Context: an optimization exercise on an open-source flow, tuned for small area. The choices shown serve that exercise and are no tape-out recipe.
At most, simulation tests tie the RTL to the original design; equivalence was not proved.
Power is estimated from default activity; no workload was simulated.

## svm_core
module svm_core (
    input  wire        clk,
    input  wire        rst,
    input  wire [31:0] entry,
    input  wire [1:0]  break_mode,
    output wire        mem_req,
    output wire        mem_we,
    output wire [31:0] mem_addr,
    output wire [31:0] mem_wdata,
    input  wire        mem_ack,
    input  wire [31:0] mem_rdata,
    output wire        sys_req,
    output wire [2:0]  sys_n,
    output wire [31:0] sys_a0,
    output wire [31:0] sys_a1,
    output wire [31:0] sys_a2,
    output wire [31:0] sys_a3,
    input  wire        sys_ack,
    input  wire [31:0] sys_result,
    output wire        brk_valid,
    output wire [31:0] brk_addr,
    output wire [2:0]  status,
    output wire [31:0] trap_addr,
    output wire [31:0] trap_info,
    input  wire [4:0]  dbg_sel,
    output wire [31:0] dbg_data
);
Size in the first run: ~1100 flip-flops.
clock: 20.0 ns
lec_check: 0
cap_margin: 20
core_margin: 2
core_utilization: 60
cts_cluster_diameter: 100
cts_cluster_size: 26
slew_margin: 20
synth_hierarchical: 1
run.sh (not shown) runs the stock make flow with config.mk's settings and CLKGATE_MAP_FILE= SYNTH_SCRIPT=/design/flow/synth_recipe.tcl, a recipe that flattens the netlist after the stock synthesis.
The starting point finished clean.
Then changed:
--- a/flow/design.v
+++ b/flow/design.v
@@ -151,15 +151,15 @@
     wire p_br     = std ? (pair >= 5'd21 && pair <= 5'd28) : (pair == 5'd21 || pair == 5'd22);
     wire p_call   = (pair == 5'd29);
     wire p_break  = (pair == 5'd30);
     wire p_mv     = cb && (pair == 5'd0);
     wire illegal  = std ? (pair == 5'd0 || pair == 5'd31)
                         : ((pair >= 5'd23 && pair <= 5'd28) || pair == 5'd31);
-    wire [2:0] po = pair[2:0];
+    wire [2:0] aop = pair[2:0] - 3'd1;           
     wire is_aluop = p_alu_r || p_alu_i;
-    wire is_shift = is_aluop && (po == 3'd6 || po == 3'd7 || po == 3'd0);
+    wire is_shift = is_aluop && (aop == 3'd5 || aop == 3'd6 || aop == 3'd7);
     wire is_pass  = p_mv || p_li || p_lui;
     wire is_alu   = (is_aluop && !is_shift) || is_pass;    
     wire use_imm  = p_alu_i || p_li || p_lui || p_load || p_store;
     wire [4:0] f_10_6  = IR[10:6];
     wire [4:0] f_15_11 = IR[15:11];
     wire [4:0] f_20_16 = IR[20:16];
@@ -168,30 +168,26 @@
     wire [2:0] n3     = std ? IR[18:16] : IR[11:9];
     wire       n_big  = std ? (|IR[31:19] || IR[18:16] > 3'd5) : (|IR[15:12] || IR[11:9] > 3'd5);
     wire       n_zero = (n3 == 3'd0) && !n_big;
     wire       n_x4   = (n3 == 3'd3 || n3 == 3'd5);    
     wire       n_nobuf = (n3 == 3'd4);
     wire [4:0] rd_f = (std || p_mv || p_alu_r) ? f_10_6 : f_8_6;
-    wire [3:0]  j4    = k[3:0];
-    wire [15:0] ir_hi = IR[31:16];
-    wire [6:0]  ir_c7 = IR[15:9];
-    wire [3:0]  ir_c4 = IR[15:12];
-    wire hi16 = ir_hi[j4];
-    wire c7   = ir_c7[j4[2:0]];
+    wire [3:0] j4 = k[3:0];
+    wire hi16 = IR[5'd16 + {1'b0, j4}];
     reg  imm_bit;
     always @(*) begin
         imm_bit = 1'b0;
         if (std) begin
             if (p_lui) imm_bit = k[4] & hi16;
             else       imm_bit = k[4] ? IR[31] : hi16;
         end else if (p_lui) begin
-            imm_bit = k[4] && !j4[3] && (j4[2:0] != 3'd7) && c7;
+            imm_bit = k[4] && (j4 < 4'd7) && IR[5'd9 + {1'b0, j4}];
         end else if (p_load || p_store || p_br) begin
-            imm_bit = (k[4:2] == 3'd0) ? ir_c4[k[1:0]] : IR[15];
+            imm_bit = (k < 5'd4) ? IR[5'd12 + k] : IR[15];
         end else begin
-            imm_bit = (k[4:3] == 2'd0 && k[2:0] != 3'd7) ? c7 : IR[15];
+            imm_bit = (k < 5'd7) ? IR[5'd9 + k] : IR[15];
         end
     end
     reg  [4:0] a_sel, b_sel;
     always @(*) begin
         if (S == S_TRAP)              a_sel = 5'd4;
         else if (p_call)              a_sel = n_x4 ? 5'd4 : 5'd5;
@@ -213,42 +209,42 @@
     wire a_tap_n, b_tap_n;
     svm_mux32 u_ta (.d(taps), .s(a_sel), .o_n(a_tap_n));
     svm_mux32 u_tb (.d(taps), .s(b_sel), .o_n(b_tap_n));
     wire a_tap = ~a_tap_n;
     wire b_tap = ~b_tap_n;
     wire p_tap = taps[0];
-    wire br_zero  = p_br && (!std || po == 3'd5 || po == 3'd6);
-    wire br_sgn   = p_br && std && (po == 3'd1 || po == 3'd2);
-    wire br_usec  = (po == 3'd1 || po == 3'd2 || po == 3'd3 || po == 3'd4);
-    wire sub      = p_br || (is_aluop && po == 3'd2);
+    wire [2:0] bq = pair[2:0] - 3'd5;    
+    wire br_zero  = p_br && (!std || bq[2:1] == 2'b00);
+    wire br_sgn   = p_br && std && bq[2:1] == 2'b10;
+    wire sub      = p_br || (is_aluop && aop == 3'd1);
     wire b_raw    = use_imm ? imm_bit : (br_zero ? 1'b0 : b_tap);
     wire b_call   = n_nobuf ? 1'b0 : b_tap;
     wire b_op     = p_call ? b_call : b_raw;
     wire a_x      = a_tap ^ (br_sgn && ph31);
     wire b_x      = b_op ^ sub ^ (br_sgn && ph31);
     wire c_in     = (k == 5'd0) ? sub : c;
     wire sum      = a_x ^ b_x ^ c_in;
     wire c_out    = (a_x & b_x) | (a_x & c_in) | (b_x & c_in);
     reg  res;
     always @(*) begin
         if (is_pass)                                   res = b_op;
-        else if (is_aluop && po == 3'd3)               res = a_tap & b_op;
-        else if (is_aluop && po == 3'd4)               res = a_tap | b_op;
-        else if (is_aluop && po == 3'd5)               res = a_tap ^ b_op;
+        else if (is_aluop && aop == 3'd2)              res = a_tap & b_op;
+        else if (is_aluop && aop == 3'd3)              res = a_tap | b_op;
+        else if (is_aluop && aop == 3'd4)              res = a_tap ^ b_op;
         else                                           res = sum;
     end
     wire f1_in = ((k == 5'd0) ? 1'b0 : f1) | (p_call ? b_call : (a_tap ^ b_op));
     wire f2_in = ((k == 5'd0) ? 1'b0 : f2) | sum;
-    wire br_val = br_usec ? c : f1;
-    wire taken  = po[0] ? !br_val : br_val;
+    wire br_val = bq[2] ? c : f1;
+    wire taken  = bq[0] ? br_val : !br_val;
     wire buf_fault = f1_in & c_out & f2_in;
-    wire       sll     = (po == 3'd6);
+    wire       sll     = (aop == 3'd5);
     wire [4:0] kk      = sll ? k : ~k;
     wire       sh_ok   = (kk >= sreg);
     wire [4:0] sh_idx  = sll ? (5'd0 - sreg) : sreg;
-    wire       sh_fill = (po == 3'd0) & c;
+    wire       sh_fill = (aop == 3'd7) & c;
     wire       t_at_n;
     svm_mux32 u_tt (.d(T), .s(sh_idx), .o_n(t_at_n));
     wire       shres   = sh_ok ? ~t_at_n : sh_fill;
     wire ilen_bit = cb ? (k == 5'd1) : (k == 5'd2);
     reg  inc_bit;
     always @(*) begin
The changed run produced a clean layout.
Total power falls by about a fifth.
Die area rises by a few percent.
Cell area rises slightly.
Utilization falls by 0.34 points.
Hold slack gets worse by 28 ps.
Global-route usage rises by 0.37 points.
Fmax rises slightly.
Via count rises by a few percent.
Sequential power falls by roughly a tenth.
Function not checked in the second run of this note: the RTL went through the layout flow alone.

afterwards: timing with drivers on the ports:
In the flow no input, the clock included, has a driving cell. The finished layouts below were timed again as built, in two steps.
Step 1 sets driving cells, clkbuf_16 on the clock port and buf_2 on the other inputs (assumed; they add their load-dependent delay and slew).
Step 2, shift: input delay + t, output delay - t, t = (earliest + latest rising clock arrival at the registers) / 2. This alone moves slack from input paths to output paths.
Slacks: ideal ports / drivers / drivers and shift; pairs: ideal ports / drivers.
run | t (ns) | setup WS [ns] | hold slack, ns | cell pins on the clock port's net
the first run | 0.700 | 6.842 / 6.815 / 6.815 | 0.344 / 0.344 / 0.344 | 1
the second run | 0.709 | 7.046 / 6.976 / 7.065 | 0.316 / 0.316 / 0.316 | 1
After both steps setup and hold are still met in every run listed. The setup slack of the first run, which loses most, moves by -0.027 ns with the drivers and by -0.027 ns with both steps.
